From an optimization exercise on the open Yosys and OpenROAD flow, aimed at small area, a short achievable clock period and few clock cycles; shortcuts taken in it are not production practice. Only simulation tests tie the RTL to the original design; equivalence was not proved.

== old ==
## radix_converter
module radix_converter (
    input  wire       clk,
    input  wire       rst,         
    input  wire       in_we,
    input  wire [5:0] in_addr,
    input  wire [7:0] in_wdata,
    input  wire       start,
    input  wire [6:0] in_len,
    input  wire [8:0] src_base,
    input  wire [8:0] dst_base,
    output reg        busy,
    output reg        done,
    output reg        err,
    output reg  [7:0] errcode,
    output reg  [6:0] out_len,
    input  wire [5:0] out_addr,
    output wire [7:0] out_rdata
);
    localparam P  = 4;             
    localparam LP = 2;             
    localparam R4 = 2;             
    localparam [7:0] ERR_BASE     = 8'h02;
    localparam [7:0] ERR_DIGIT    = 8'h03;
    localparam [7:0] ERR_CAPACITY = 8'h07;
    reg [7:0] in_mem [0:63];       
    reg [7:0] mem    [0:63];       
    always @(posedge clk) begin
        if (in_we)
            in_mem[in_addr] <= in_wdata;
    end
    reg [8:0] a;                   
    reg [8:0] b;                   
    reg [5:0] olm1;                
    reg       pk;                  
    reg [3:0] aw;                  
    reg [3:0] bw;                  
    function [3:0] msb_pos;        
        input [8:0] v;
        integer i;
        begin
            msb_pos = 4'd0;
            for (i = 1; i < 9; i = i + 1)
                if (v[i]) msb_pos = i[3:0];
        end
    endfunction
    wire [3:0]  ea  = msb_pos(src_base);
    wire [3:0]  eb  = msb_pos(dst_base);
    wire [11:0] sa  = {src_base, 3'b000} >> ea;   
    wire [11:0] sb  = {dst_base, 3'b000} >> eb;
  ...
==> flow/config.mk <==
export PLATFORM = sky130hd
export DESIGN_NAME = radix_converter
export DESIGN_NICKNAME = radix_converter
export VERILOG_FILES = /design/flow/design.v
export SDC_FILE = /design/flow/constraint.sdc
export NUM_CORES = 4
export LEC_CHECK = 0
export CAP_MARGIN = 20
export CORE_MARGIN = 2
export CORE_UTILIZATION = 40
export SLEW_MARGIN = 20
==> flow/constraint.sdc <==
create_clock -name core_clock -period 40.0 [get_ports {clk}]
set_input_delay 8.0000 -clock core_clock [delete_from_list [all_inputs] [get_ports {clk}]]
set_output_delay 8.0000 -clock core_clock [all_outputs]
set_load 0.01 [all_outputs]
standard.sh (not shown) runs the stock make flow with config.mk's settings and CLKGATE_MAP_FILE= SYNTH_SCRIPT=/design/flow/synth_recipe.tcl, a recipe that flattens the netlist after the stock synthesis.
==> flow/flow/run.sh <==
#!/bin/bash
set -euo pipefail
bash standard.sh SETUP_SLACK_MARGIN=20 finish > flow_standard.log 2>&1
Per the final summary, old finished and its layout is clean on timing, DRC and antenna.
Testbench counts of old, summed over its fixed seeds: cycles 37,272.
## Diff of input files: new against old
Settings: swapping 20 for 10 in CAP_MARGIN; swapping 20 for 10 in SLEW_MARGIN.
==> flow/flow/run.sh <==
#!/bin/bash
set -euo pipefail
bash standard.sh SETUP_SLACK_MARGIN=21 "BUFFER_PORTS_ARGS=-buffer_cell sky130_fd_sc_hd__buf_4" finish > flow_standard.log 2>&1
[summary]
- new against old: number of synthesized register bits did not really move.

* * *

radix_converter, a different RTL version from the one above (not shown whole).
For scale: ~1300 flip-flops, roughly 75 I/O pins, about 83000 um2 of cells after synthesis.
// radix_converter
module radix_converter (
    input  wire       clk,
    input  wire       rst,         
    input  wire       in_we,
    input  wire [5:0] in_addr,
    input  wire [7:0] in_wdata,
    input  wire       start,
    input  wire [6:0] in_len,
    input  wire [8:0] src_base,
    input  wire [8:0] dst_base,
    output reg        busy,
    output reg        done,
    output reg        err,
    output reg  [7:0] errcode,
    output reg  [6:0] out_len,
    input  wire [5:0] out_addr,
    output wire [7:0] out_rdata
);
Settings: LEC_CHECK=0, ABC_AREA=1, CAP_MARGIN=10, CORE_MARGIN=2, CORE_UTILIZATION=60, CTS_CLUSTER_DIAMETER=100, CTS_CLUSTER_SIZE=16, SLEW_MARGIN=10; clock period 40.0 ns.
==> flow/flow/run.sh <==
#!/bin/bash
set -euo pipefail
bash standard.sh SETUP_SLACK_MARGIN=21 "BUFFER_PORTS_ARGS=-buffer_cell sky130_fd_sc_hd__buf_4" finish > flow_standard.log 2>&1
Testbench counts at the start, summed over its fixed seeds: cycles 37,272.
Then changed:
--- a/flow/config.mk
+++ b/flow/config.mk
@@ -9,5 +9,5 @@
 export CAP_MARGIN = 10
 export CORE_MARGIN = 2
-export CORE_UTILIZATION = 60
+export CORE_UTILIZATION = 50
 export CTS_CLUSTER_DIAMETER = 100
 export CTS_CLUSTER_SIZE = 16
What happened: The new run completed without violations. Sequential cell count does not change. Global-route usage falls by 5.3 points. Critical path depth decreases by 5. Final area is higher by 0.75%. Synthesized cell count is unchanged. Via count fell by 1.1%. Worst hold slack improved by 0.010 ns. Die area goes up by 20%. Fmax hardly moves. Cell count went up by 3.6%.
Then changed:
--- a/flow/config.mk
+++ b/flow/config.mk
@@ -9,6 +9,6 @@
 export CAP_MARGIN = 10
 export CORE_MARGIN = 2
-export CORE_UTILIZATION = 50
-export CTS_CLUSTER_DIAMETER = 100
-export CTS_CLUSTER_SIZE = 16
+export CORE_UTILIZATION = 40
+export CTS_CLUSTER_DIAMETER = 120
+export CTS_CLUSTER_SIZE = 20
 export SLEW_MARGIN = 10
Effect: Cell area goes up by about 0.9%. Synthesized cell count stays the same. Hold slack barely changes. Utilization goes down by 11 points. Die area rose by 25%.

==> static timing again, ports no longer ideal <==
How much do the figures lean on ideal ports? The routed layouts below were timed once more, with nothing changed but the port constraints.
Step 1: set_driving_cell puts a clkbuf_16 on clk and a buf_2 on each other input, an assumption about the parent block.
Step 2 times the ports against the registers' clock, not the clock port: input delays grow and output delays shrink by t, the midpoint of the rising clock arrivals with the driver on.
a / b / c = no drivers / after step 1 / after step 2; a / b = the first two.
run	t, ns	setup WS [ns]	cell pins on the clock port's net
old	0.863	20.117 / 20.092 / 20.092	1
new	0.863	21.025 / 21.001 / 21.001	1
the first run of note 2	0.790	21.079 / 21.055 / 21.055	1
the second run of note 2	0.808	21.091 / 21.066 / 21.066	1
the third run of note 2	0.798	20.995 / 20.970 / 20.970	1
After both steps setup and hold are still met in every run listed.
